Context: an optimization exercise on an open-source flow, tuned for small area, a short achievable clock period and few clock cycles. The choices shown serve that exercise and are no tape-out recipe. Where RTL was checked, it was by simulation tests only, not by an equivalence proof against the original. The RTL of run 3 was laid out without a check of its function. Power and IR drop assume default switching activity.

===== flow/design.v =====
module rps_serial_core (
    input  wire       clk,
    input  wire       rst,         
    input  wire       drv_ready,   
    input  wire [7:0] in_port,     
    input  wire [9:0] dist_mm,     
    input  wire       tick,        
    input  wire       rx_valid,
    input  wire [7:0] rx_data,
    output wire       rx_ready,
    output wire       tx_valid,
    output wire [7:0] tx_data,
    input  wire       tx_ready,
    output wire [7:0] out_port     
);
    localparam [1:0] D_HUNT = 2'd0, D_LEN = 2'd1, D_PAY = 2'd2;
    localparam [2:0] R_OKAY = 3'd0, R_NC = 3'd1, R_IBIT = 3'd2, R_IMOT = 3'd3,
                     R_UNK  = 3'd4, R_POLL = 3'd5, R_XDOM = 3'd6;
    localparam [3:0] K_POLL = 4'd0, K_O = 4'd1, K_RESET = 4'd2, K_XDOM = 4'd3,
                     K_MD = 4'd4, K_MP = 4'd5, K_TRUE = 4'd6, K_FALSE = 4'd7,
                     K_STOP = 4'd8, K_FWD = 4'd9, K_REV = 4'd10, K_NONE = 4'd15;
    localparam [2:0] T_IDLE = 3'd0, T_H1 = 3'd1, T_H2 = 3'd2, T_ROM = 3'd3,
                     T_ECHO = 3'd4, T_NL = 3'd5, T_POLL = 3'd6;
    localparam [1:0] C_EQ = 2'd0, C_LT = 2'd1, C_GT = 2'd2;
    localparam integer TAP = 7;
    localparam [4:0] RD_WRAP = (16 + TAP + 1) % 17;
    localparam [7:0] A_PROB = 8'd0;
    localparam [7:0] A_NC = 8'd8;
    localparam [7:0] A_IBIT = 8'd48;
    localparam [7:0] A_IMOT = 8'd60;
    localparam [7:0] A_UNK = 8'd79;
    localparam [7:0] A_XDOM = 8'd97;
    localparam [7:0] A_OKAY = 8'd189;
    function [3:0] kw_len(input [3:0] k);
        case (k)
            4'd0: kw_len = 4'd4;
            4'd1: kw_len = 4'd1;
            4'd2: kw_len = 4'd9;
            4'd3: kw_len = 4'd15;
            4'd4: kw_len = 4'd2;
            4'd5: kw_len = 4'd2;
            4'd6: kw_len = 4'd4;
            4'd7: kw_len = 4'd5;
            4'd8: kw_len = 4'd7;
            4'd9: kw_len = 4'd7;
            4'd10: kw_len = 4'd7;
            default: kw_len = 4'd15;
        endcase
    endfunction
    function [7:0] kw_ch(input [7:0] kp);
        case (kp)
            8'h00: kw_ch = 8'h70;
            8'h01: kw_ch = 8'h6f;
            8'h02: kw_ch = 8'h6c;
            8'h03: kw_ch = 8'h6c;
            8'h10: kw_ch = 8'h6f;
            8'h20: kw_ch = 8'h72;
            8'h21: kw_ch = 8'h65;
            8'h22: kw_ch = 8'h73;
            8'h23: kw_ch = 8'h65;
            8'h24: kw_ch = 8'h74;
            8'h25: kw_ch = 8'h5f;
            8'h26: kw_ch = 8'h61;
            8'h27: kw_ch = 8'h6c;
            8'h28: kw_ch = 8'h6c;
            8'h30: kw_ch = 8'h63;
            8'h31: kw_ch = 8'h72;
            8'h32: kw_ch = 8'h6f;
            8'h33: kw_ch = 8'h73;
            8'h34: kw_ch = 8'h73;
            8'h35: kw_ch = 8'h64;
            8'h36: kw_ch = 8'h6f;
            8'h37: kw_ch = 8'h6d;
            8'h38: kw_ch = 8'h61;
            8'h39: kw_ch = 8'h69;
            8'h3a: kw_ch = 8'h6e;
            8'h3b: kw_ch = 8'h2e;
            8'h3c: kw_ch = 8'h78;
            8'h3d: kw_ch = 8'h6d;
            8'h3e: kw_ch = 8'h6c;
            8'h40: kw_ch = 8'h6d;
            8'h41: kw_ch = 8'h64;
            8'h50: kw_ch = 8'h6d;
            8'h51: kw_ch = 8'h70;
            8'h60: kw_ch = 8'h74;
            8'h61: kw_ch = 8'h72;
            8'h62: kw_ch = 8'h75;
            8'h63: kw_ch = 8'h65;
            8'h70: kw_ch = 8'h66;
            8'h71: kw_ch = 8'h61;
            8'h72: kw_ch = 8'h6c;
            8'h73: kw_ch = 8'h73;
            8'h74: kw_ch = 8'h65;
            8'h80: kw_ch = 8'h53;
            8'h81: kw_ch = 8'h74;
            8'h82: kw_ch = 8'h6f;
            8'h83: kw_ch = 8'h70;
            8'h84: kw_ch = 8'h70;
            8'h85: kw_ch = 8'h65;
            8'h86: kw_ch = 8'h64;
            8'h90: kw_ch = 8'h46;
            8'h91: kw_ch = 8'h6f;
            8'h92: kw_ch = 8'h72;
            8'h93: kw_ch = 8'h77;
            8'h94: kw_ch = 8'h61;
            8'h95: kw_ch = 8'h72;
            8'h96: kw_ch = 8'h64;
            8'ha0: kw_ch = 8'h52;
            8'ha1: kw_ch = 8'h65;
            8'ha2: kw_ch = 8'h76;
            8'ha3: kw_ch = 8'h65;
            8'ha4: kw_ch = 8'h72;
            8'ha5: kw_ch = 8'h73;
            8'ha6: kw_ch = 8'h65;
            default: kw_ch = 8'h00;
        endcase
    endfunction
    function [3:0] lim_dig(input [3:0] i);
        case (i)
            4'd0: lim_dig = 4'd2; 4'd1: lim_dig = 4'd1; 4'd2: lim_dig = 4'd4;
            4'd3: lim_dig = 4'd7; 4'd4: lim_dig = 4'd4; 4'd5: lim_dig = 4'd8;
            4'd6: lim_dig = 4'd3; 4'd7: lim_dig = 4'd6; 4'd8: lim_dig = 4'd4;
            default: lim_dig = 4'd8;
        endcase
    endfunction
    function [3:0] inc15(input [3:0] x);
        inc15 = (x == 4'd14) ? 4'd0 : x + 4'd1;
    endfunction
    function [4:0] inc17(input [4:0] x);
        inc17 = (x == 5'd16) ? 5'd0 : x + 5'd1;
    endfunction
    reg       drv_q;
    reg [6:0] in_q;
    reg [9:0] dist_q;
    always @(posedge clk) begin
        drv_q  <= drv_ready;
        in_q   <= in_port[6:0];
        dist_q <= dist_mm;
    end
    reg [4:0] ph;
    always @(posedge clk)
        if (rst) ph <= 5'd0;
        else     ph <= inc17(ph);
    reg       rx_rdy;
    reg       hv, tv;
    reg [7:0] hb, tb;
    wire      take;                        
    wire      fire = rx_valid & rx_rdy;
    wire      hv1  = take ? tv : hv;       
    assign rx_ready = rx_rdy;
    always @(posedge clk) begin
        if (rst) begin
            hv <= 1'b0; tv <= 1'b0; rx_rdy <= 1'b1;
        end else begin
            hv <= hv1 | fire;
            tv <= (tv & ~take) | (fire & hv1);
            rx_rdy <= ~((tv & ~take) | (fire & hv1));
        end
        if (!hv1)      hb <= rx_data;
        else if (take) hb <= tb;
        if (hv1 && (take || !tv)) tb <= rx_data;
    end
    reg [1:0] dst;
    reg [7:0] flen;           
    reg [7:0] j;              
    reg       fin, act;       
    reg [2:0] nseg;           
    reg [3:0] kw;             
    reg [3:0] pos;            
    reg       alive;          
    reg       neg, dig, bad;  
    reg [3:0] sig;            
    reg [1:0] cmp;            
    reg [2:0] val;            
    reg [1:0] pq;             
    reg       found;
    reg [3:0] name;           
    reg       c_ok, c01, c1;  
    reg       v_ok;           
    reg [2:0] v;              
    reg [3:0] wc;             
    reg [4:0] exps;           
    reg [3:0] fc;             
    reg [4:0] fs;             
    reg       o1, o2;
    reg [3:0] mot;            
    reg [1:0] dir0, dir1;
    reg [2:0] pow0, pow1;
    reg [1:0] t4, t3;
    reg [2:0] tst;
    reg [2:0] tk;
    reg [7:0] tl;             
    reg [7:0] ra;             
    reg [3:0] rc;             
    reg [4:0] rs;             
    reg [1:0] t_o;            
    wire [3:0] pl = ra[7:4];  
    wire [3:0] pc = ra[3:0];  
    wire [11:0] bcd = {tl, rc};   
    wire [3:0] dd = rs[3:0];      
    reg       prot;           
    reg       plong;          
    reg       pend;
    reg [1:0] eh;             
    reg [7:0] txd, sb;
    reg       txv, sbv;
    wire [3:0] klen   = kw_len(kw);
    wire       match  = alive && (pos == klen);
    wire       int_ok = dig && !bad &&
                        ((sig < 4'd10) || ((sig == 4'd10) && (neg ? (cmp != C_GT) : (cmp == C_LT))));
    wire       is0    = (val == 3'd0);
    wire       is1    = !neg && (val == 3'd1);
    wire [2:0] pw     = neg ? 3'd0 : ((val >= 3'd6) ? 3'd6 : val);
    wire [3:0] seg_name = (match && kw <= K_MP) ? kw : K_NONE;
    wire [1:0] seg_dir  = (match && kw == K_FWD) ? 2'd1 :
                          (match && kw == K_REV) ? 2'd2 : 2'd0;
    reg        s3_ok;
    reg  [2:0] s3_v;
    always @(*) begin
        s3_ok = 1'b0; s3_v = 3'd0;
        case (name)
            K_O:  begin s3_ok = match && (kw == K_TRUE || kw == K_FALSE);
                        s3_v = {2'd0, kw == K_TRUE}; end
            K_MD: begin s3_ok = 1'b1; s3_v = {1'b0, seg_dir}; end
            K_MP: begin s3_ok = int_ok; s3_v = pw; end
            default: ;
        endcase
    end
    wire ok3 = (nseg >= 3'd3) && c_ok && v_ok;
    reg [2:0] kind;
    always @(*) begin
        kind = R_UNK;
        if (nseg != 3'd0) begin
            case (name)
                K_POLL:  kind = drv_q ? R_POLL : R_NC;
                K_RESET: kind = R_OKAY;
                K_XDOM:  kind = R_XDOM;
                K_O:     if (ok3) kind = c01 ? R_OKAY : R_IBIT;
                K_MD, K_MP: if (ok3) kind = c01 ? R_OKAY : R_IMOT;
                default: kind = R_UNK;
            endcase
        end
    end
    wire do_set = act && (nseg != 3'd0) && ok3 && c01;
    wire       hold    = pend | (act & found);
    wire       push;
    wire       tx_load = (tst == T_IDLE) && hold && push;
    wire       first   = (j == 8'd0);
    wire       adv     = first || (exps == 5'd0);
    wire       pay_ok  = (first || (ph == exps)) && (!adv || !prot || (!plong && wcol != rc));
    wire [3:0] wcol    = adv ? inc15(wc) : wc;
    assign take = hv && ((dst == D_HUNT) ||
                         (dst == D_LEN && (!hold || tx_load)) ||
                         (dst == D_PAY && pay_ok));
    wire       wr      = take && (dst == D_PAY);
    wire       is_dig  = (hb >= "0") && (hb <= "9");
    wire [3:0] dval    = hb[3:0];
    always @(posedge clk) begin
        if (rst) begin
            dst <= D_HUNT; fin <= 1'b0; act <= 1'b0; wc <= 4'd0;
        end else begin
            act <= fin;
            fin <= 1'b0;
            if (take) begin
                case (dst)
                    D_HUNT: if (hb == 8'haa) dst <= D_LEN;
                    D_LEN: begin
                        dst <= (hb == 8'd0) ? D_HUNT : D_PAY;
                    end
                    default: begin
                        if (j + 8'd1 == flen) begin
                            dst <= D_HUNT;
                            fin <= 1'b1;
                        end
                    end
                endcase
            end
            if (wr) wc <= wcol;
        end
        if (take && dst == D_LEN) begin
            flen <= hb;
            j    <= 8'd0;
        end else if (wr)
            j <= j + 8'd1;
        if (wr) begin
            exps <= inc17(ph);
            if (first) begin
                fc <= wcol; fs <= ph;
            end
        end
        if (take && dst == D_LEN) begin
            nseg <= 3'd0; name <= K_NONE; pq <= 2'd0; found <= 1'b0;
        end
        if ((take && dst == D_LEN) || (wr && hb == "/")) begin
            kw <= K_NONE; pos <= 4'd0; alive <= 1'b1;
            neg <= 1'b0; dig <= 1'b0; bad <= 1'b0;
            sig <= 4'd0; cmp <= C_EQ; val <= 3'd0;
        end else if (wr && nseg != 3'd0) begin
            if (pos != 4'd15) pos <= pos + 4'd1;
            if (pos == 4'd0) begin
                alive <= 1'b1;
                if (nseg == 3'd1) begin
                    case (hb)
                        "p": kw <= K_POLL;
                        "o": kw <= K_O;
                        "r": kw <= K_RESET;
                        "c": kw <= K_XDOM;
                        "m": kw <= K_MD;
                        default: alive <= 1'b0;
                    endcase
                end else if (nseg == 3'd3) begin
                    case (hb)
                        "t": kw <= K_TRUE;
                        "f": kw <= K_FALSE;
                        "S": kw <= K_STOP;
                        "F": kw <= K_FWD;
                        "R": kw <= K_REV;
                        default: alive <= 1'b0;
                    endcase
                end else
                    alive <= 1'b0;
            end else if (kw == K_MD && pos == 4'd1 && hb == "p")
                kw <= K_MP;
            else if (!(pos < klen && hb == kw_ch({kw, pos})))
                alive <= 1'b0;
            if (hb == "-" && pos == 4'd0)
                neg <= 1'b1;
            else if (is_dig) begin
                dig <= 1'b1;
                if (sig != 4'd0 || dval != 4'd0) begin
                    if (sig != 4'd11) sig <= sig + 4'd1;
                    if (sig < 4'd10 && cmp == C_EQ)
                        cmp <= (dval < lim_dig(sig)) ? C_LT :
                               (dval > lim_dig(sig)) ? C_GT : C_EQ;
                end
                val <= (val == 3'd0) ? ((dval > 4'd7) ? 3'd7 : dval[2:0]) : 3'd7;
            end else
                bad <= 1'b1;
        end
        if ((wr && hb == "/") || fin) begin
            case (nseg)
                3'd1: name <= seg_name;
                3'd2: begin c_ok <= int_ok; c01 <= is0 | is1; c1 <= is1; end
                3'd3: begin v_ok <= s3_ok; v <= s3_v; end
                default: ;
            endcase
        end
        if (wr && hb == "/" && nseg != 3'd4)
            nseg <= nseg + 3'd1;
        if (wr) begin
            case (pq)
                2'd0: pq <= (hb == "p") ? 2'd1 : 2'd0;
                2'd1: pq <= (hb == "o") ? 2'd2 : (hb == "p") ? 2'd1 : 2'd0;
                2'd2: pq <= (hb == "l") ? 2'd3 : (hb == "p") ? 2'd1 : 2'd0;
                default: begin
                    if (hb == "l") found <= 1'b1;
                    pq <= (hb == "p") ? 2'd1 : 2'd0;
                end
            endcase
        end
    end
    wire [119:0] ring_top;
    genvar gc;
    generate
        for (gc = 0; gc < 15; gc = gc + 1) begin : g_col
            reg [135:0] r;
            always @(posedge clk)
                r <= {r[127:0], (wr && wcol == gc) ? hb : r[135:128]};
            assign ring_top[gc*8 +: 8] = r[8*TAP +: 8];
        end
    endgenerate
    wire [7:0] ring_rd = ring_top[rc*8 +: 8];
    wire [5:0] fs_t  = {1'b0, fs} + TAP + 6'd1;
    wire [4:0] fs_rd = (fs_t >= 6'd17) ? fs_t[4:0] - 5'd17 : fs_t[4:0];
    function on_now(input [2:0] p, input [1:0] m4, input [1:0] m3);
        case (p)
            3'd0: on_now = 1'b0;
            3'd1: on_now = (m4 == 2'd3);
            3'd2: on_now = (m3 == 2'd2);
            3'd3: on_now = m4[0];
            3'd4: on_now = (m3 != 2'd0);
            3'd5: on_now = (m4 != 2'd0);
            default: on_now = 1'b1;
        endcase
    endfunction
    wire on0 = on_now(pow0, t4, t3);
    wire on1 = on_now(pow1, t4, t3);
    wire [3:0] mot_nx = {on1 && dir1 == 2'd2, on1 && dir1 == 2'd1,
                         on0 && dir0 == 2'd2, on0 && dir0 == 2'd1};
    always @(posedge clk) begin
        if (rst) begin
            o1 <= 1'b0; o2 <= 1'b0; mot <= 4'd0;
            dir0 <= 2'd0; dir1 <= 2'd0; pow0 <= 3'd0; pow1 <= 3'd0;
            t4 <= 2'd0; t3 <= 2'd0;
        end else begin
            if (tick && drv_q) begin
                mot <= mot_nx;
                t4  <= t4 + 2'd1;
                t3  <= (t3 == 2'd2) ? 2'd0 : t3 + 2'd1;
            end
            if (act && (nseg != 3'd0) && name == K_RESET) begin
                dir0 <= 2'd0; dir1 <= 2'd0;
            end
            if (do_set) begin
                case (name)
                    K_O:  if (c1) o2 <= v[0]; else o1 <= v[0];
                    K_MD: if (c1) dir1 <= v[1:0]; else dir0 <= v[1:0];
                    K_MP: if (c1) pow1 <= v; else pow0 <= v;
                    default: ;
                endcase
            end
        end
    end
    assign out_port = {mot, 1'b0, o2, o1, 1'b0};
    reg [7:0] rom_q;
    always @(*) begin
        case (ra)
            8'd0: rom_q = 8'h5f;
            8'd1: rom_q = 8'h70;
            8'd2: rom_q = 8'h72;
            8'd3: rom_q = 8'h6f;
            8'd4: rom_q = 8'h62;
            8'd5: rom_q = 8'h6c;
            8'd6: rom_q = 8'h65;
            8'd7: rom_q = 8'hed;
            8'd8: rom_q = 8'h20;
            8'd9: rom_q = 8'h54;
            8'd10: rom_q = 8'h68;
            8'd11: rom_q = 8'h65;
            8'd12: rom_q = 8'h20;
            8'd13: rom_q = 8'h44;
            8'd14: rom_q = 8'h69;
            8'd15: rom_q = 8'h67;
            8'd16: rom_q = 8'h69;
            8'd17: rom_q = 8'h74;
            8'd18: rom_q = 8'h61;
            8'd19: rom_q = 8'h6c;
            8'd20: rom_q = 8'h20;
            8'd21: rom_q = 8'h32;
            8'd22: rom_q = 8'h20;
            8'd23: rom_q = 8'h50;
            8'd24: rom_q = 8'h69;
            8'd25: rom_q = 8'h66;
            8'd26: rom_q = 8'h61;
            8'd27: rom_q = 8'h63;
            8'd28: rom_q = 8'h65;
            8'd29: rom_q = 8'h20;
            8'd30: rom_q = 8'h69;
            8'd31: rom_q = 8'h73;
            8'd32: rom_q = 8'h20;
            8'd33: rom_q = 8'h6e;
            8'd34: rom_q = 8'h6f;
            8'd35: rom_q = 8'h74;
            8'd36: rom_q = 8'h20;
            8'd37: rom_q = 8'h63;
            8'd38: rom_q = 8'h6f;
            8'd39: rom_q = 8'h6e;
            8'd40: rom_q = 8'h6e;
            8'd41: rom_q = 8'h65;
            8'd42: rom_q = 8'h63;
            8'd43: rom_q = 8'h74;
            8'd44: rom_q = 8'h65;
            8'd45: rom_q = 8'h64;
            8'd46: rom_q = 8'h2e;
            8'd47: rom_q = 8'h8a;
            8'd48: rom_q = 8'h20;
            8'd49: rom_q = 8'h69;
            8'd50: rom_q = 8'h6e;
            8'd51: rom_q = 8'h76;
            8'd52: rom_q = 8'h61;
            8'd53: rom_q = 8'h6c;
            8'd54: rom_q = 8'h69;
            8'd55: rom_q = 8'h64;
            8'd56: rom_q = 8'h20;
            8'd57: rom_q = 8'h62;
            8'd58: rom_q = 8'h69;
            8'd59: rom_q = 8'hf4;
            8'd60: rom_q = 8'h3a;
            8'd61: rom_q = 8'h20;
            8'd62: rom_q = 8'h69;
            8'd63: rom_q = 8'h6e;
            8'd64: rom_q = 8'h76;
            8'd65: rom_q = 8'h61;
            8'd66: rom_q = 8'h6c;
            8'd67: rom_q = 8'h69;
            8'd68: rom_q = 8'h64;
            8'd69: rom_q = 8'h20;
            8'd70: rom_q = 8'h6d;
            8'd71: rom_q = 8'h6f;
            8'd72: rom_q = 8'h74;
            8'd73: rom_q = 8'h6f;
            8'd74: rom_q = 8'h72;
            8'd75: rom_q = 8'h20;
            8'd76: rom_q = 8'h69;
            8'd77: rom_q = 8'h64;
            8'd78: rom_q = 8'h8a;
            8'd79: rom_q = 8'h20;
            8'd80: rom_q = 8'h75;
            8'd81: rom_q = 8'h6e;
            8'd82: rom_q = 8'h6b;
            8'd83: rom_q = 8'h6e;
            8'd84: rom_q = 8'h6f;
            8'd85: rom_q = 8'h77;
            8'd86: rom_q = 8'h6e;
            8'd87: rom_q = 8'h20;
            8'd88: rom_q = 8'h63;
            8'd89: rom_q = 8'h6f;
            8'd90: rom_q = 8'h6d;
            8'd91: rom_q = 8'h6d;
            8'd92: rom_q = 8'h61;
            8'd93: rom_q = 8'h6e;
            8'd94: rom_q = 8'h64;
            8'd95: rom_q = 8'h3a;
            8'd96: rom_q = 8'ha0;
            8'd97: rom_q = 8'h3c;
            8'd98: rom_q = 8'h63;
            8'd99: rom_q = 8'h72;
            8'd100: rom_q = 8'h6f;
            8'd101: rom_q = 8'h73;
            8'd102: rom_q = 8'h73;
            8'd103: rom_q = 8'h2d;
            8'd104: rom_q = 8'h64;
            8'd105: rom_q = 8'h6f;
            8'd106: rom_q = 8'h6d;
            8'd107: rom_q = 8'h61;
            8'd108: rom_q = 8'h69;
            8'd109: rom_q = 8'h6e;
            8'd110: rom_q = 8'h2d;
            8'd111: rom_q = 8'h70;
            8'd112: rom_q = 8'h6f;
            8'd113: rom_q = 8'h6c;
            8'd114: rom_q = 8'h69;
            8'd115: rom_q = 8'h63;
            8'd116: rom_q = 8'h79;
            8'd117: rom_q = 8'h3e;
            8'd118: rom_q = 8'h3c;
            8'd119: rom_q = 8'h61;
            8'd120: rom_q = 8'h6c;
            8'd121: rom_q = 8'h6c;
            8'd122: rom_q = 8'h6f;
            8'd123: rom_q = 8'h77;
            8'd124: rom_q = 8'h2d;
            8'd125: rom_q = 8'h61;
            8'd126: rom_q = 8'h63;
            8'd127: rom_q = 8'h63;
            8'd128: rom_q = 8'h65;
            8'd129: rom_q = 8'h73;
            8'd130: rom_q = 8'h73;
            8'd131: rom_q = 8'h2d;
            8'd132: rom_q = 8'h66;
            8'd133: rom_q = 8'h72;
            8'd134: rom_q = 8'h6f;
            8'd135: rom_q = 8'h6d;
            8'd136: rom_q = 8'h20;
            8'd137: rom_q = 8'h64;
            8'd138: rom_q = 8'h6f;
            8'd139: rom_q = 8'h6d;
            8'd140: rom_q = 8'h61;
            8'd141: rom_q = 8'h69;
            8'd142: rom_q = 8'h6e;
            8'd143: rom_q = 8'h3d;
            8'd144: rom_q = 8'h22;
            8'd145: rom_q = 8'h2a;
            8'd146: rom_q = 8'h22;
            8'd147: rom_q = 8'h20;
            8'd148: rom_q = 8'h74;
            8'd149: rom_q = 8'h6f;
            8'd150: rom_q = 8'h2d;
            8'd151: rom_q = 8'h70;
            8'd152: rom_q = 8'h6f;
            8'd153: rom_q = 8'h72;
            8'd154: rom_q = 8'h74;
            8'd155: rom_q = 8'h73;
            8'd156: rom_q = 8'h3d;
            8'd157: rom_q = 8'h22;
            8'd158: rom_q = 8'h35;
            8'd159: rom_q = 8'h30;
            8'd160: rom_q = 8'h32;
            8'd161: rom_q = 8'h31;
            8'd162: rom_q = 8'h30;
            8'd163: rom_q = 8'h22;
            8'd164: rom_q = 8'h2f;
            8'd165: rom_q = 8'h3e;
            8'd166: rom_q = 8'h3c;
            8'd167: rom_q = 8'h2f;
            8'd168: rom_q = 8'h63;
            8'd169: rom_q = 8'h72;
            8'd170: rom_q = 8'h6f;
            8'd171: rom_q = 8'h73;
            8'd172: rom_q = 8'h73;
            8'd173: rom_q = 8'h2d;
            8'd174: rom_q = 8'h64;
            8'd175: rom_q = 8'h6f;
            8'd176: rom_q = 8'h6d;
            8'd177: rom_q = 8'h61;
            8'd178: rom_q = 8'h69;
            8'd179: rom_q = 8'h6e;
            8'd180: rom_q = 8'h2d;
            8'd181: rom_q = 8'h70;
            8'd182: rom_q = 8'h6f;
            8'd183: rom_q = 8'h6c;
            8'd184: rom_q = 8'h69;
            8'd185: rom_q = 8'h63;
            8'd186: rom_q = 8'h79;
            8'd187: rom_q = 8'h3e;
            8'd188: rom_q = 8'h8a;
            8'd189: rom_q = 8'h6f;
            8'd190: rom_q = 8'h6b;
            8'd191: rom_q = 8'h61;
            8'd192: rom_q = 8'h79;
            8'd193: rom_q = 8'h8a;
            default: rom_q = 8'h80;
        endcase
    end
    reg       pbit;
    reg [2:0] pnum;
    always @(*) begin
        case (pl)
            4'd0: begin pbit = in_q[0]; pnum = 3'd0; end
            4'd1: begin pbit = in_q[1]; pnum = 3'd1; end
            4'd2: begin pbit = t_o[0];  pnum = 3'd0; end
            4'd3: begin pbit = in_q[2]; pnum = 3'd2; end
            4'd4: begin pbit = t_o[1];  pnum = 3'd1; end
            4'd5: begin pbit = in_q[3]; pnum = 3'd3; end
            4'd6: begin pbit = in_q[4]; pnum = 3'd4; end
            4'd7: begin pbit = in_q[5]; pnum = 3'd5; end
            default: begin pbit = in_q[6]; pnum = 3'd6; end
        endcase
    end
    wire [2:0] ndig = (dist_q >= 10'd1000) ? 3'd4 : (dist_q >= 10'd100) ? 3'd3 :
                      (dist_q >= 10'd10) ? 3'd2 : 3'd1;
    wire [2:0] dr   = ndig - 3'd1 - (pc[2:0] - 3'd2);    
    wire [3:0] dsel = (dr == 3'd0) ? bcd[3:0] : (dr == 3'd1) ? bcd[7:4] :
                      (dr == 3'd2) ? bcd[11:8] : 4'd1;
    wire       pl_last = (pl == 4'd9) ? (pc == {1'b0, ndig} + 4'd2) :
                                        (pbit ? (pc == 4'd8) : (pc == 4'd9));
    reg [7:0] pchar;
    always @(*) begin
        if (pl == 4'd9) begin
            if (pc == 4'd0)      pchar = "d";
            else if (pc == 4'd1) pchar = " ";
            else if (pl_last)    pchar = 8'h0a;
            else                 pchar = {4'h3, dsel};
        end else begin
            case (pc)
                4'd0: pchar = (pl == 4'd2 || pl == 4'd4) ? "o" : "i";
                4'd1: pchar = "/";
                4'd2: pchar = {5'b00110, pnum};
                4'd3: pchar = " ";
                4'd4: pchar = pbit ? "t" : "f";
                4'd5: pchar = pbit ? "r" : "a";
                4'd6: pchar = pbit ? "u" : "l";
                4'd7: pchar = pbit ? "e" : "s";
                4'd8: pchar = pbit ? 8'h0a : "e";
                default: pchar = 8'h0a;
            endcase
        end
    end
    wire       idle  = (tst == T_IDLE);
    wire [2:0] ck    = idle ? kind : tk;
    wire [7:0] cl    = idle ? flen : tl;
    wire [1:0] co    = idle ? {o2, o1} : t_o;
    wire [3:0] nf = {3'd0, ~in_q[0]} + {3'd0, ~in_q[1]} + {3'd0, ~in_q[2]} +
                    {3'd0, ~in_q[3]} + {3'd0, ~in_q[4]} + {3'd0, ~in_q[5]} +
                    {3'd0, ~in_q[6]} + {3'd0, ~co[0]} + {3'd0, ~co[1]};
    wire [8:0] unk_n = {1'b0, cl} + 9'd27;
    wire       nhi   = (ck == R_UNK) && unk_n[8];
    wire       found_now = found || (hv && dst == D_PAY && pq == 2'd3 && hb == "l");
    wire       early = found_now && !hold && ((dst == D_PAY) || fin) &&
                       ((eh == 2'd0) || (eh == 2'd1 && flen < 8'd229));
    wire [7:0] body0 = (ck == R_OKAY) ? A_OKAY : (ck == R_XDOM) ? A_XDOM :
                       (ck == R_POLL) ? 8'd0 : A_PROB;
    reg  [7:0] nlo;
    always @(*) begin
        case (ck)
            R_OKAY:  nlo = 8'd5;
            R_NC:    nlo = 8'd48;
            R_IBIT:  nlo = 8'd20;
            R_IMOT:  nlo = 8'd27;
            R_UNK:   nlo = unk_n[7:0];
            R_POLL:  nlo = 8'd84 + {4'd0, nf} + {5'd0, ndig};
            default: nlo = 8'd92;
        endcase
    end
    reg       pvalid;
    reg [7:0] pbyte;
    always @(*) begin
        pvalid = 1'b1;
        case (tst)
            T_IDLE: begin
                pvalid = hold || early;
                pbyte  = (eh == 2'd0) ? 8'haa : (eh == 2'd1) ? {7'd0, nhi && hold} : nlo;
            end
            T_H1:   pbyte = {7'd0, nhi};
            T_H2:   pbyte = nlo;
            T_ROM:  pbyte = {1'b0, rom_q[6:0]};
            T_ECHO: begin pvalid = (ph == rs); pbyte = ring_rd; end
            T_NL:   pbyte = 8'h0a;
            default: pbyte = pchar;
        endcase
    end
    assign push = pvalid && !sbv;
    always @(posedge clk) begin
        if (rst) begin
            tst <= T_IDLE; prot <= 1'b0; pend <= 1'b0; eh <= 2'd0;
        end else begin
            pend <= hold && !tx_load;
            if (push) begin
                case (tst)
                    T_IDLE: begin
                        if (hold) begin
                            eh  <= 2'd0;
                            tst <= (eh == 2'd0) ? T_H1 : (eh == 2'd1) ? T_H2 :
                                   (kind == R_POLL) ? T_POLL : T_ROM;
                        end else
                            eh <= eh + 2'd1;
                    end
                    T_H1:   tst <= T_H2;
                    T_H2:   tst <= (tk == R_POLL) ? T_POLL : T_ROM;
                    T_ROM:  if (rom_q[7] && ra != A_PROB + 8'd7)
                                tst <= (tk == R_UNK) ? T_ECHO : T_IDLE;
                    T_ECHO: if (tl == 8'd1) begin tst <= T_NL; prot <= 1'b0; end
                    T_NL:   tst <= T_IDLE;
                    default: if (pl_last && pl == 4'd9) tst <= T_IDLE;
                endcase
            end
            if (tx_load) begin
                prot   <= (kind == R_UNK);
                plong  <= (flen >= 8'd239);
            end
        end
        if (tx_load) begin
            tk  <= kind;
            tl  <= (kind == R_UNK) ? flen : 8'd0;
            rc  <= (kind == R_UNK) ? fc : 4'd0;
            rs  <= (kind == R_UNK) ? fs_rd : 5'd0;
            t_o <= {o2, o1};
        end else if (tk == R_POLL && dd != 4'd10) begin
            {tl, rc} <= {bcd[10:8] + ((bcd[11:8] >= 4'd5) ? 3'd3 : 3'd0),
                         bcd[7:4]  + ((bcd[7:4]  >= 4'd5) ? 4'd3 : 4'd0),
                         bcd[3:0]  + ((bcd[3:0]  >= 4'd5) ? 4'd3 : 4'd0),
                         dist_q[4'd9 - dd]};
            rs  <= {1'b0, dd + 4'd1};
        end
        if (push) begin
            case (tst)
                T_IDLE: ra <= body0;
                T_H2:   ra <= body0;
                T_ROM: begin
                    if (rom_q[7])
                        ra <= (tk == R_NC) ? A_NC : (tk == R_IBIT) ? A_IBIT :
                              (tk == R_IMOT) ? A_IMOT : A_UNK;
                    else
                        ra <= ra + 8'd1;
                end
                T_ECHO: begin
                    tl <= tl - 8'd1;
                    rs <= inc17(rs);
                    if (rs == RD_WRAP) rc <= inc15(rc);
                end
                T_POLL: begin
                    if (pl_last) ra <= {pl + 4'd1, 4'd0};
                    else         ra <= ra + 8'd1;
                end
                default: ;
            endcase
        end
    end
    wire adv_out = ~txv | tx_ready;
    always @(posedge clk) begin
        if (rst) begin
            txv <= 1'b0; sbv <= 1'b0; txd <= 8'd0;
        end else if (adv_out) begin
            txv <= sbv | push;
            sbv <= 1'b0;
        end else if (push)
            sbv <= 1'b1;
        if (!rst && adv_out) begin
            if (sbv)       txd <= sb;
            else if (push) txd <= pbyte;
        end
        if (!adv_out && push)
            sb <= pbyte;
    end
    assign tx_valid = txv;
    assign tx_data  = txd;
endmodule

===== flow/flow/run.sh =====
#!/bin/bash
# Standard layout, with faster cells for the port buffers.
set -euo pipefail
cd "$(dirname "$0")/.."
export BUFFER_PORTS_ARGS="-buffer_cell sky130_fd_sc_hd__buf_4"
bash standard.sh finish > standard.log 2>&1

===== flow/standard.sh =====
#!/bin/bash
# synth_recipe.tcl (not shown) runs the flow's synth.tcl, then flattens the netlist and writes it again
# the make line also repeats each setting of config.mk as NAME=value (left out here)
make -C /OpenROAD-flow-scripts/flow DESIGN_CONFIG=/design/flow/config.mk WORK_HOME=/design/flow/orfs CLKGATE_MAP_FILE= SYNTH_SCRIPT=/design/flow/synth_recipe.tcl "${@:-finish}"

===== flow/config.mk =====
export PLATFORM = sky130hd
export DESIGN_NAME = rps_serial_core
export DESIGN_NICKNAME = rps_serial_core
export VERILOG_FILES = /design/flow/design.v
export SDC_FILE = /design/flow/constraint.sdc
export NUM_CORES = 4
export LEC_CHECK = 0
export ABC_AREA = 1
export CAP_MARGIN = 20
export CORE_MARGIN = 2
export CORE_UTILIZATION = 65
export CTS_BUF_LIST = sky130_fd_sc_hd__clkbuf_8
export CTS_CLUSTER_DIAMETER = 45
export CTS_CLUSTER_SIZE = 20
export PLACE_DENSITY = 0.75
export SLEW_MARGIN = 20

===== flow/constraint.sdc =====
create_clock -name core_clock -period 110.0 [get_ports {clk}]
set_input_delay 22.0000 -clock core_clock [delete_from_list [all_inputs] [get_ports {clk}]]
set_output_delay 22.0000 -clock core_clock [all_outputs]
set_load 0.01 [all_outputs]

==> run notes, run 1 <==
* PortBufs at 46
* Worst min-delay path category: reg -> reg
* Global-route wire length before repair at 175000 µm
* Ranking of synthesized cells by area: dfxtp_1 (74%), nand2_1 (5.3%), edfxtp_1 (3.7%)
* Drt via density at 5.17
* Core Rows at 110
* CTS Buf Count at 149
* Vias at 32200
* GR Layer Usage met3 at 3.85%
* Area leader, netlist: dfxtp_1
* Min-delay src: g_col[0].r[115]
* Slowest cell on crit path: dfxtp_1
* Worst reg-to-reg path cell count at 21
* EDFF count, synth at 72
* Hold-critical path depth at 0
* Final setup viols at 0
* Area grow syn2layout at 7.24%
* H-tree depth at 4
* Die width at 305 µm
* Critical Path RT at 88.00 ns
* Clock transition at path regs at 0.11 ns
* Place WS at 86.27 ns
* Synth Warn # at 1
* Top-area cell type share of the netlist area at 74.1%
* IO Count at 50
* Final nets at 5107
* RSZ-0062 raised after global routing: false
* Dpl hpwl at 73200 µm
* Slew margin rel. at 34.1%
* Routed len/inst at 18.1 µm
* Met1 usage at 36.5%
* Synthesis-stage register bit count at 2250
* 1st-iter DRT viols at 2718
* Clock Latency Late Sink at 0.88 ns
* Reg with most FFs: g_col.r
* 1st-pass router iterations at 5
* Final cell count without fillers at 6232
* DRC at 0
* Die ar. at 92900 µm²
* Routability cong. at 0.962
* Critical path data arrival time at 1.41 ns
* Vias in the first global route at 31200
* Fin crit share at 21.3%
* Pwr Density at 20.8 nW/µm²
* Initial antenna violation count at 5
* CP Launch Point: txd[5]
* Total negative setup slack at 0 ns
* Crit path cell chain: buf_4
* Share of cells above drive strength 1 at 6.79%
* Worst Hold End: g_col[0].r[123]
* Largest regs: g_col.r: 2040 flops, dist_q: 10 flops
* WS Path Type: reg -> out
* FMAX at 42.7 MHz
* WP depth at 1
* Filler cells at 6281
* Fin crit period at 23.41 ns
* Critical path launch point type: register
* Fin. max-slew vios at 0
* Fin. Hold Viols at 0
* Largest net degree at the start of global routing at 46
* DRT antenna net count at 0
* RR Startpoint: tst[2]
* Adder-cell share of the synthesized area at 2.05%
* Core ar. at 89900 µm²
* Post-Synth XOR/XNOR Area at 0.596%
* Max Root-Sink Buffers at 3
* Crit path max fanout at 3
* Pleak at 26.2 nW
* CP max stage delay at 0.39 ns
* Total gr overflow at 0
* CP top delay family: flip-flops
* Sequential area share after synthesis at 77.8%
* GRT Total Usage at 24.3%
* Reg2Reg Setup Slack at 104.97 ns
* Worst-Margin Slew at 0.988 ns
* WP buf/inv at 1
* Max-Cap Viols at 0
* Hold Buf Count CTS at 0
* Endpoint class of the critical path: output pin
* Status: complete, no violations
* Mean Syn Cell Area at 12.1 µm²
* Synth Cell Area at 58800 µm²
* Post-CTS setup buffer count at 0
* Synth Area in Compound Gates at 6.07%
* Final Skew at 0.0598 ns
* CTS tree: yes
* Max reg flops at 2040
* Simple-gate area share of the yosys netlist at 10.4%
* Netlist cell types at 66
* Mux share of post-synthesis cell area at 0%
* Met2 Track Usage GR at 36.1%
* Syn Inst Count at 4873
* Grt peak-use layer: met1
* Setup ws final at 86.59 ns
* Root buf cell: clkbuf_8
* Die height at 305 µm
* Placed insts at 6009
* Post-CTS Resized at 0
* Max rail drop VDD at 0.0165 mV
* Clock sinks at 2250
* Reg-to-Reg End: txd[4]
* Starting Density at 65.5%
* Combinational family with the most area after synthesis: simple AND/OR/NAND/NOR gates
* Top_reg_cell synth: dfxtp_1
* Routed WL at 113000 µm
* Ys async rst share at 0%
layout make-up:
class,instances,area (µm²),area share (%)
diodes,4,10.0,0.0159
clock buffers,155,2130,3.38
clock inverters,64,636,1.01
inverters,346,1300,2.06
multi-input cells,2172,11300,17.9
flip-flops and latches,2250,45800,72.5
well taps,1176,1470,2.33
repair buffers,65,488,0.774
layout by cell type, fill, tap and decap left out, types with 12 or more instances in the layout:
cell type	n
xor2_1	33
clkbuf_8	155
nor2_1	195
o21ai_0	286
a31oi_1	12
a21oi_1	136
inv_2	19
nand2_2	14
ha_1	82
nand2_1	827
edfxtp_1	72
a22oi_1	49
nand4_1	43
o2111ai_1	12
nand3_1	263
o211ai_1	23
o22ai_1	13
dfxtp_1	2178
inv_1	333
clkinv_2	12
buf_4	65
nor3_1	37
worst max-delay path by stage:
stage                      end  slack, ns
floorplan                sb[0]      87.07
global placement        txd[3]      86.27
detailed placement      txd[3]      86.27
CTS                 tx_data[5]      86.53
global route        tx_data[3]      86.54
finish              tx_data[5]      86.59
Yosys cell counts (all sizes together) (7+ instances only):
library cell,count
edfxtp,72
fa,9
buf,42
nor3,41
dfxtp,2178
a221oi,10
clkinv,7
nor4,8
o21ai,296
o211ai,23
o221ai,8
o22ai,13
a211oi,8
clkbuf,64
nand4,48
nand3,268
a31oi,12
ha,82
inv,339
o31ai,8
a21oi,138
xnor2,7
o2111ai,12
nand2,844
a22oi,49
nor2,206
xor2,33
power by group:
part	leakage (nW)	total, mW	switching, mW	internal [mW]
Sequential	18.2	0.836	0.0112	0.825
Combinational	6.51	0.0797	0.0554	0.0243
Clock	1.45	0.395	0.247	0.148
Total	26.2	1.31	0.313	0.997
through the flow:
step / instance area, µm² / hold WS, ns / power (mW) / util, %
floorplan: 58800 / 0.310 / 0.903 / -
global placement: 60300 / 0.310 / 0.931 / 67.1
detailed placement: 60300 / 0.312 / 0.933 / 67.1
CTS: 63100 / 0.300 / 1.32 / 70.2
global route: 63100 / 0.307 / 1.36 / 70.2
finish: 63100 / 0.308 / 1.31 / 70.2
cell families after synthesis:
logic type / Yosys count
flip-flops: 2250
other: 1
adder cells (fa/ha/maj): 91
AND/OR/NAND/NOR: 1427
buffers and inverters: 452
AO/OA/AOI/OAI: 612
XOR/XNOR: 40
metal layers:
| metal | part of all wire (%) | up-vias | wire (µm) |
|---|---|---|---|
| li1 | - | 15900 | - |
| met1 | 49 | 15200 | 54900 |
| met2 | 43 | 877 | 48500 |
| met3 | 5.3 | 212 | 5990 |
| met4 | 2.9 | 0 | 3220 |
| met5 | 0 | - | 0 |
Testbench counts, summed over its fixed seeds: cycles 23,256.
==> run 2, diff against run 1 <==
--- a/flow/config.mk
+++ b/flow/config.mk
@@ -9,7 +9,7 @@
 export CAP_MARGIN = 20
 export CORE_MARGIN = 2
 export CORE_UTILIZATION = 65
-export CTS_BUF_LIST = sky130_fd_sc_hd__clkbuf_8
+export CTS_BUF_LIST = sky130_fd_sc_hd__clkbuf_8 sky130_fd_sc_hd__clkbuf_16
 export CTS_CLUSTER_DIAMETER = 45
 export CTS_CLUSTER_SIZE = 20
 export PLACE_DENSITY = 0.75
==> run 2 against run 1 <==
  * Clock skew shrank 0.015 ns
  * Routed wire length grew 7.3%
  * Sequential share of layout area shrank 1.9 points
  * Power grew 11%
  * Critical path depth is the same
  * Worst setup slack gained 0.13 ns
  * Combinational power grew 0.5%
  * Via count grew 2.1%
  * Critical endpoint unchanged
==> run notes, run 2 <==
* Worst min-delay path category: reg -> reg (unchanged)
* Vias in the first global route at 32600 (was 31200)
* Syn Inst Count at 4873 (unchanged)
* Die height at 305 µm (unchanged)
* Clock sinks at 2250 (unchanged)
* Slew margin rel. at 29.5% (was 34.1%)
* Final Cell Area at 64800 µm² (was 63100 µm²)
* Sw Share at 23.3% (was 23.9%)
* Place WS at 86.27 ns (unchanged)
* Synth Warn # at 1 (unchanged)
* CTS tree: yes (unchanged)
* CTS Buf Count at 149 (unchanged)
* H-tree depth at 4 (unchanged)
* Synthesis-stage register bit count at 2250 (unchanged)
* Largest net degree at the start of global routing at 46 (unchanged)
* Synth cell count leaders: dfxtp_1 (2178), nand2_1 (827), inv_1 (320), o21ai_0 (286), nand3_1 (263) (unchanged)
* Worst-Margin Slew at 1.06 ns (was 0.988 ns)
* Critical path data arrival time at 1.28 ns (was 1.41 ns)
* Top_reg_cell synth: dfxtp_1 (unchanged)
* Clock transition at path regs at 0.08 ns (was 0.11 ns)
* Reg2Reg Setup Slack at 104.94 ns (was 104.97 ns)
* Internal power at 1.12 mW (was 997 µW)
* Global-route wire length before repair at 187000 µm (was 175000 µm)
* Routability cong. at 0.962 (unchanged)
* Hold Buf Count CTS at 0 (unchanged)
* CP top delay family: flip-flops (unchanged)
* Clock Latency Late Sink at 0.76 ns (was 0.88 ns)
* Clk network pwr share at 37.1% (was 30.1%)
* RSZ-0062 raised after global routing: false (unchanged)
* Placed insts at 6009 (unchanged)
* Drt via density at 5.29 (was 5.17)
* GRT Total Usage at 26.2% (was 24.3%)
* Largest regs: g_col.r: 2040 flops, dist_q: 10 flops (unchanged)
* Ant diodes at 0 (was 4)
* Ys async rst share at 0% (unchanged)
* Share of cells above drive strength 1 at 6.79% (unchanged)
* Hold-critical path depth at 0 (unchanged)
* Sequential Power Share at 57.4% (was 63.8%)
* Synth Cell Area at 58800 µm² (unchanged)
* DRT antenna net count at 0 (unchanged)
* Ranking of synthesized cells by area: dfxtp_1 (74%), nand2_1 (5.3%), edfxtp_1 (3.7%) (unchanged)
* Slowest cell on crit path: dfxtp_1 (unchanged)
* Status: complete, no violations (unchanged)
* Initial antenna violation count at 5 (unchanged)
* Final nets at 5107 (unchanged)
* Final setup viols at 0 (unchanged)
* Die ar. at 92900 µm² (unchanged)
* Final Skew at 0.0444 ns (was 0.0598 ns)
* Max rail drop VDD at 0.0184 mV (was 0.0165 mV)
* Reg-to-Reg End: rom_q[3] (was txd[4])
* WP depth at 1 (unchanged)
* Die width at 305 µm (unchanged)
* Vias at 32900 (was 32200)
* Endpoint class of the critical path: output pin (unchanged)
* Switch Pwr at 339 µW (was 313 µW)
* Crit path max fanout at 3 (unchanged)
* Starting Density at 65.5% (unchanged)
* Area leader, netlist: dfxtp_1 (unchanged)
* Sequential area share after synthesis at 77.8% (unchanged)
* Max-Cap Viols at 0 (unchanged)
* Post-CTS setup buffer count at 0 (unchanged)
* Critical Path RT at 88.00 ns (about the same)
* Routed len/inst at 19.4 µm (was 18.1 µm)
* Final cell count without fillers at 6228 (was 6232)
* Commonest non-fill, non-tap cell in the layout: dfxtp_1 (unchanged)
* DRC at 0 (unchanged)
* Min-delay src: g_col[5].r[87] (was g_col[0].r[115])
* CP max stage delay at 0.39 ns (about the same)
* Root buf cell: clkbuf_16 (was clkbuf_8)
* Cell with the most instances after synthesis: dfxtp_1 (unchanged)
* Reg with most FFs: g_col.r (unchanged)
* 1st-iter DRT viols at 2854 (was 2718)
* EDFF count, synth at 72 (unchanged)
* Core ar. at 89900 µm² (unchanged)
* Routed WL at 121000 µm (was 113000 µm)
* Area grow syn2layout at 10.2% (was 7.24%)
* Setup ws final at 86.72 ns (was 86.59 ns)
* Total negative setup slack at 0 ns (unchanged)
* Met2 wire length at 54900 µm (was 48500 µm)
* Logic pwr share at 5.5% (was 6.1%)
* Netlist cell types at 66 (unchanged)
* Pwr Density at 22.5 nW/µm² (was 20.8 nW/µm²)
* 1st-pass router iterations at 6 (was 5)
* Top-area cell type share of the netlist area at 74.1% (unchanged)
* RR Startpoint: hb[4] (was tst[2])
* WL met3 at 6660 µm (was 5990 µm)
* IO Count at 50 (unchanged)
* Max reg flops at 2040 (unchanged)
* Fin crit period at 23.28 ns (was 23.41 ns)
* M1 WL at 55800 µm (was 54900 µm)
* Worst reg-to-reg path cell count at 24 (was 21)
* Dpl hpwl at 73200 µm (unchanged)
* WP buf/inv at 1 (unchanged)
* Mean Syn Cell Area at 12.1 µm² (unchanged)
* Pleak at 27.0 nW (was 26.2 nW)
* Worst Hold End: g_col[5].r[95] (was g_col[0].r[123])
* Critical path launch point type: register (unchanged)
* Post-CTS Resized at 0 (unchanged)
* FMAX at 42.9 MHz (was 42.7 MHz)
* Core Rows at 110 (unchanged)
* Max Used Layer: met4 (unchanged)
* Max Root-Sink Buffers at 3 (unchanged)
* Commonest cells after routing, fill and taps aside: dfxtp_1 (2178), nand2_1 (827), inv_1 (333), o21ai_0 (286), nand3_1 (263) (unchanged)
* Fin. Hold Viols at 0 (unchanged)
* Util after Layout at 72.1% (was 70.2%)
* PortBufs at 46 (unchanged)
* Fin. max-slew vios at 0 (unchanged)
* Total gr overflow at 0 (unchanged)
* Fin crit share at 21.2% (was 21.3%)
* Crit path cell chain: buf_4 (unchanged)
* Placed Area at 60300 µm² (unchanged)
* WS Path Type: reg -> out (unchanged)
[run 2: cell count changes in the layout (fill, tap and decap cells not counted)]
cell,change
diode_2,-4
clkbuf_8,-152
clkinv_8,+5
clkinvlp_4,-5
bufinv_16,-1
clkbuf_16,+153
[run 2: final cells by class]
type	count	area, µm²
Sequential cell	2250	45800
Fill cell	5914	25000
Multi-Input combinational cell	2172	11300
Clock buffer	156	3870
Tap cell	1176	1470
Inverter	346	1300
Clock inverter	63	649
Timing Repair Buffer	65	488
[run 2: per-layer routing]
metal | GRT usage (%) | up-vias
met1 | 37.7 | 15700
li1 | - | 16000
met5 | 0 | -
met3 | 3.86 | 220
met2 | 40.9 | 1000
met4 | 8.97 | 0
[run 2: cells by family (layout without fill, tap and decap cells)]
kind of cell | count (synthesis) | in the layout | share of synthesized area [%]
xor gates and xnor gates | 40 | 40 | 0.596
and+or+nand+nor | 1427 | 1427 | 10.4
DFF | 2250 | 2250 | 77.8
AOI/OAI and AO/OA | 612 | 612 | 6.07
other | 1 | 2 | 0.00637
buffers and inverters | 452 | 630 | 3.07
adders and majority gates | 91 | 91 | 2.05
[run 2: through the flow]
stage | power, mW | hold slack [ns]
2_1_floorplan | 0.903 | 0.310
3_3_place_gp | 0.931 | 0.310
3_5_place_dp | 0.933 | 0.312
4_1_cts | 1.46 | 0.308
5_1_grt | 1.50 | 0.312
6_report | 1.46 | 0.309
[run 2: how the worst max path moves through the flow]
| stage | from | end | slack [ns] |
|---|---|---|---|
| after floorplan | tx_ready | sb[0] | 87.07 |
| after global routing | txd[5] | tx_data[5] | 86.68 |
| after CTS | txd[5] | tx_data[5] | 86.68 |
| after global placement | rst | txd[3] | 86.27 |
| after detailed placement | rst | txd[3] | 86.27 |
| final | txd[5] | tx_data[5] | 86.72 |
[run 2: power groups by stage]
stage	logic, mW	registers (mW)	clock network, mW
4_1_cts	0.0790	0.835	0.550
3_3_place_gp	0.0769	0.855	0
2_1_floorplan	0.0543	0.848	0
6_report	0.0801	0.836	0.540
3_5_place_dp	0.0785	0.855	0
5_1_grt	0.0885	0.837	0.578
==> run 3, diff against run 2 <==
--- a/flow/design.v
+++ b/flow/design.v
@@ -769,17 +769,16 @@
     wire adv_out = ~txv | tx_ready;
     always @(posedge clk) begin
         if (rst) begin
-            txv <= 1'b0; sbv <= 1'b0; txd <= 8'd0;
+            txv <= 1'b0; sbv <= 1'b0;
         end else if (adv_out) begin
             txv <= sbv | push;
             sbv <= 1'b0;
         end else if (push)
             sbv <= 1'b1;
-        if (!rst && adv_out) begin
+        if (adv_out) begin
             if (sbv)       txd <= sb;
             else if (push) txd <= pbyte;
-        end
-        if (!adv_out && push)
+        end else if (push)
             sb <= pbyte;
     end
     assign tx_valid = txv;
==> flow/flow/run.sh (replaced) <==
#!/bin/bash
# Standard layout, with faster cells for the port buffers, and repair
# aiming at setup slack beyond what the IO paths now reach.
set -euo pipefail
cd "$(dirname "$0")/.."
export BUFFER_PORTS_ARGS="-buffer_cell sky130_fd_sc_hd__buf_4"
bash standard.sh SETUP_SLACK_MARGIN=87.2 finish > standard.log 2>&1
==> flow/config.mk (replaced) <==
export PLATFORM = sky130hd
export DESIGN_NAME = rps_serial_core
export DESIGN_NICKNAME = rps_serial_core
export VERILOG_FILES = /design/flow/design.v
export SDC_FILE = /design/flow/constraint.sdc
export NUM_CORES = 4
export LEC_CHECK = 0
export CAP_MARGIN = 20
export CORE_MARGIN = 2
export CORE_UTILIZATION = 65
export CTS_BUF_LIST = sky130_fd_sc_hd__clkbuf_8
export CTS_CLUSTER_DIAMETER = 50
export CTS_CLUSTER_SIZE = 16
export PLACE_DENSITY = 0.75
export SLEW_MARGIN = 20
==> run 3 against run 2 <==
  * Largest power group unchanged
  * Clock power decreased by 26%
  * Combinational power decreased by 18%
  * Sequential power about the same
  * Largest cell class unchanged
  * Still clean
  * Power decreased by 11%
  * Non-clock buffer count increased by 18
  * Global-route usage decreased by 3.2 points
  * Critical path type unchanged
==> run notes, run 3 <==
* Status: complete, no violations (unchanged)
* RR Startpoint: dist_q[6] (was hb[4])
* Power, Total at 1.30 mW (was 1.46 mW)
* Commonest non-fill, non-tap cell in the layout: dfxtp_1 (unchanged)
* DRC at 0 (unchanged)
* Clock transition at path regs at 0.10 ns (was 0.08 ns)
* WS Path Type: reg -> out (unchanged)
* Top_reg_cell synth: dfxtp_1 (unchanged)
* Vias in the first global route at 29500 (was 32600)
* Ys async rst share at 0% (unchanged)
* Clock sinks at 2250 (unchanged)
* Total negative setup slack at 0 ns (unchanged)
* Core ar. at 90300 µm² (was 89900 µm²)
* Adder-cell share of the synthesized area at 2.05% (about the same)
* Min-delay src: g_col[11].r[106] (was g_col[5].r[87])
* Synth Warn # at 1 (unchanged)
* Ranking of synthesized cells by area: dfxtp_1 (73%), edfxtp_1 (4.0%), mux2_2 (2.4%) (was dfxtp_1 (74%), nand2_1 (5.3%), edfxtp_1 (3.7%))
* Routability cong. at 0.938 (was 0.962)
* Reg-to-Reg End: rom_q[1] (was rom_q[3])
* RSZ-0062 raised after global routing: true (was false)
* Area grow syn2layout at 7.43% (was 10.2%)
* Final nets at 4484 (was 5107)
* Reg2Reg Setup Slack at 104.27 ns (was 104.94 ns)
* Max rail drop VDD at 0.0157 mV (was 0.0184 mV)
* Post-Synth XOR/XNOR Area at 1.20% (was 0.596%)
* Critical path data arrival time at 1.39 ns (was 1.28 ns)
* Final cell count without fillers at 5582 (was 6228)
* Crit path cell chain: buf_6 (was buf_4)
* Critical path launch point type: register (unchanged)
* IO Count at 50 (unchanged)
* Sequential area share after synthesis at 77.3% (was 77.8%)
* Worst Hold End: g_col[11].r[114] (was g_col[5].r[95])
* Fin crit share at 21.3% (was 21.2%)
* Final setup viols at 0 (unchanged)
* 1st-iter DRT viols at 2523 (was 2854)
* Fin. Hold Viols at 0 (unchanged)
* Starting Density at 65.7% (was 65.5%)
* H-tree depth at 4 (unchanged)
* Area leader, netlist: dfxtp_1 (unchanged)
* Die ar. at 93700 µm² (was 92900 µm²)
* Netlist cell types at 103 (was 66)
* CTS tree: yes (unchanged)
* Fin. max-slew vios at 0 (unchanged)
* PortBufs at 46 (unchanged)
* GRT Total Usage at 23.0% (was 26.2%)
* Slew margin rel. at 31.8% (was 29.5%)
* Mean Syn Cell Area at 13.9 µm² (was 12.1 µm²)
* Largest regs: g_col.r: 2040 flops, dist_q: 10 flops (unchanged)
* Fin crit period at 23.39 ns (was 23.28 ns)
* Crit path max fanout at 1 (was 3)
* Total gr overflow at 0 (unchanged)
* Drt via density at 5.37 (was 5.29)
* FMAX at 42.8 MHz (was 42.9 MHz)
* Pwr Density at 20.4 nW/µm² (was 22.5 nW/µm²)
* Die height at 306 µm (was 305 µm)
* Vias at 30000 (was 32900)
* 1st-pass router iterations at 7 (was 6)
* DRT antenna net count at 0 (unchanged)
* Global-route wire length before repair at 166000 µm (was 187000 µm)
* Max reg flops at 2040 (unchanged)
* Clock Latency Late Sink at 0.83 ns (was 0.76 ns)
* Worst-Margin Slew at 1.02 ns (was 1.06 ns)
* Share of cells above drive strength 1 at 11.5% (was 6.79%)
* Dpl hpwl at 66200 µm (was 73200 µm)
* Core Rows at 110 (unchanged)
* Initial antenna violation count at 2 (was 5)
* Slowest cell on crit path: edfxtp_1 (was dfxtp_1)
* EDFF count, synth at 80 (was 72)
* Setup ws final at 86.61 ns (was 86.72 ns)
* Commonest cells after routing, fill and taps aside: dfxtp_1 (2160), nand2_1 (208), nor2_1 (190), clkbuf_8 (172), a21oi_1 (167) (was dfxtp_1 (2178), nand2_1 (827), inv_1 (333), o21ai_0 (286), nand3_1 (263))
* Max Root-Sink Buffers at 3 (unchanged)
* Hold Slack at 0.291 ns (was 0.309 ns)
* CTS Buf Count at 169 (was 149)
* Simple-gate area share of the yosys netlist at 6.20% (was 10.4%)
* Synthesis-stage register bit count at 2250 (unchanged)
* Largest net degree at the start of global routing at 47 (was 46)
* Final Skew at 0.0345 ns (was 0.0444 ns)
* Routed WL at 107000 µm (was 121000 µm)
* Root buf cell: clkbuf_8 (was clkbuf_16)
* Reg with most FFs: g_col.r (unchanged)
* Top-area cell type share of the netlist area at 73.2% (was 74.1%)
* Worst reg-to-reg path cell count at 20 (was 24)
* Placed insts at 5360 (was 6009)
* Endpoint class of the critical path: output pin (unchanged)
* CP max stage delay at 0.40 ns (was 0.39 ns)
* Synth cell count leaders: dfxtp_1 (2170), nand2_1 (208), nor2_1 (190), a21oi_1 (168), o21ai_0 (132) (was dfxtp_1 (2178), nand2_1 (827), inv_1 (320), o21ai_0 (286), nand3_1 (263))
* Critical Path RT at 88.00 ns (about the same)
* Combinational family with the most area after synthesis: compound AO/OA/AOI/OAI gates (was simple AND/OR/NAND/NOR gates)
* Synth Area in Compound Gates at 6.63% (was 6.07%)
* WP buf/inv at 1 (unchanged)
* Cell with the most instances after synthesis: dfxtp_1 (unchanged)
* Syn Inst Count at 4267 (was 4873)
* Pleak at 25.2 nW (was 27.0 nW)
* Synth Cell Area at 59300 µm² (was 58800 µm²)
* Mux share of post-synthesis cell area at 4.79% (was 0%)
* Place WS at 86.96 ns (was 86.27 ns)
* Routed len/inst at 19.1 µm (was 19.4 µm)
* CP top delay family: flip-flops (unchanged)
* Max-Cap Viols at 0 (unchanged)
* Die width at 306 µm (was 305 µm)
* Worst min-delay path category: reg -> reg (unchanged)
* Hold-critical path depth at 0 (unchanged)
-- run 3: per-layer routing --
| layer | part of all wire (%) | GRT usage [%] | vias to the layer above |
|---|---|---|---|
| li1 | - | - | 14500 |
| met1 | 48 | 33.0 | 14400 |
| met2 | 45 | 35.3 | 854 |
| met3 | 5.2 | 4.09 | 187 |
| met4 | 2.5 | 8.07 | 0 |
| met5 | 0 | 0 | - |
-- run 3: worst max-delay path by stage --
stage | startpoint | to | slack (ns) | cells past startpoint
floorplan | tx_ready | sb[0] | 87.21 | 3
global placement | tx_ready | sb[2] | 86.96 | 4
detailed placement | tx_ready | sb[2] | 86.96 | 4
CTS | txd[1] | tx_data[1] | 86.51 | 1
global route | txd[1] | tx_data[1] | 86.52 | 1
finish | txd[1] | tx_data[1] | 86.61 | 1
-- run 3: power by group --
group	leakage, nW	total (mW)	internal [mW]	switching (mW)
Combinational	5.56	0.0659	0.0273	0.0386
Clock	1.47	0.398	0.154	0.243
Sequential	18.2	0.836	0.823	0.0122
-- run 3: what timing repair did --
item / CTS / global route
endpoints found under the hold margin: 0 / 0
gates resized for setup: 24 / 1
buffers inserted: 6 / 0
hold buffers: 0 / 0
setup endpoints to repair: 16 / 16
-- run 3: cell type report --
class	count	area (µm²)
clock inverters	41	484
inverters	108	408
well taps	1176	1470
clock buffers	172	2370
repair buffers	83	679
multi-input cells	1749	12400
diodes	3	7.51
flip-flops and latches	2250	45900
fillers	5853	26600
-- run 3: through the flow --
step | cell area, µm² | util (%)
floorplan | 59300 | -
global placement | 60800 | 67.3
detailed placement | 60800 | 67.3
CTS | 63700 | 70.6
global route | 63700 | 70.6
finish | 63700 | 70.6
-- run 3: cells by family after synthesis --
group / Yosys count
DFF: 2250
and+or+nand+nor: 755
AOI/OAI and AO/OA: 595
buffers and inverters: 269
muxes: 224
adders and majority gates: 92
xor gates and xnor gates: 81
other: 1
-- run 3: worst reg2reg max path: stages, from the launching register on --
cell and delay (ns):
dfxtp_1 0.41, o211ai_1 0.11, nor2_1 0.30, inv_1 0.14, nand2_1 0.13, inv_1 0.06
ha_1 0.31, nor3b_1 0.15, nor3b_1 0.18, mux2i_1 0.22, and4_1 0.53, a21oi_1 0.22
o31ai_4 0.25, buf_4 0.31, inv_1 0.25, ha_1 0.73, nand2_1 0.21, o211ai_1 0.13
a311oi_1 0.12, or4_1 0.52, a32o_1 0.30

[re-timing with driven ports]
The flow's constraints put no driver on any port. The routed layouts listed below were extracted and timed again, unchanged, in two steps. Step 1 assumes that a clkbuf_16 drives the clock port and a buf_2 every other input. Step 2 also shifts input and output timing later by t, the mid clock arrival at the registers, as if the neighbouring blocks saw the same clock. Slacks: no drivers / after step 1 / after step 2; pairs: no drivers / after step 1.
run	t (ns)	setup slack, ns	clock arrival spread, ns	worst data-port slew with drivers (ns)	pins driven straight from the clock port
run 1	0.916	86.586 / 86.523 / 86.200	0.060 / 0.060	0.08	1
run 2	0.815	86.715 / 86.642 / 86.172	0.044 / 0.045	0.08	1
run 3	0.887	86.613 / 86.553 / 86.982	0.053 / 0.053	0.05	1
After both steps setup and hold are still met in every run listed. The setup slack of run 2, which loses most, moves by -0.073 ns with the drivers and by -0.543 ns with both steps.
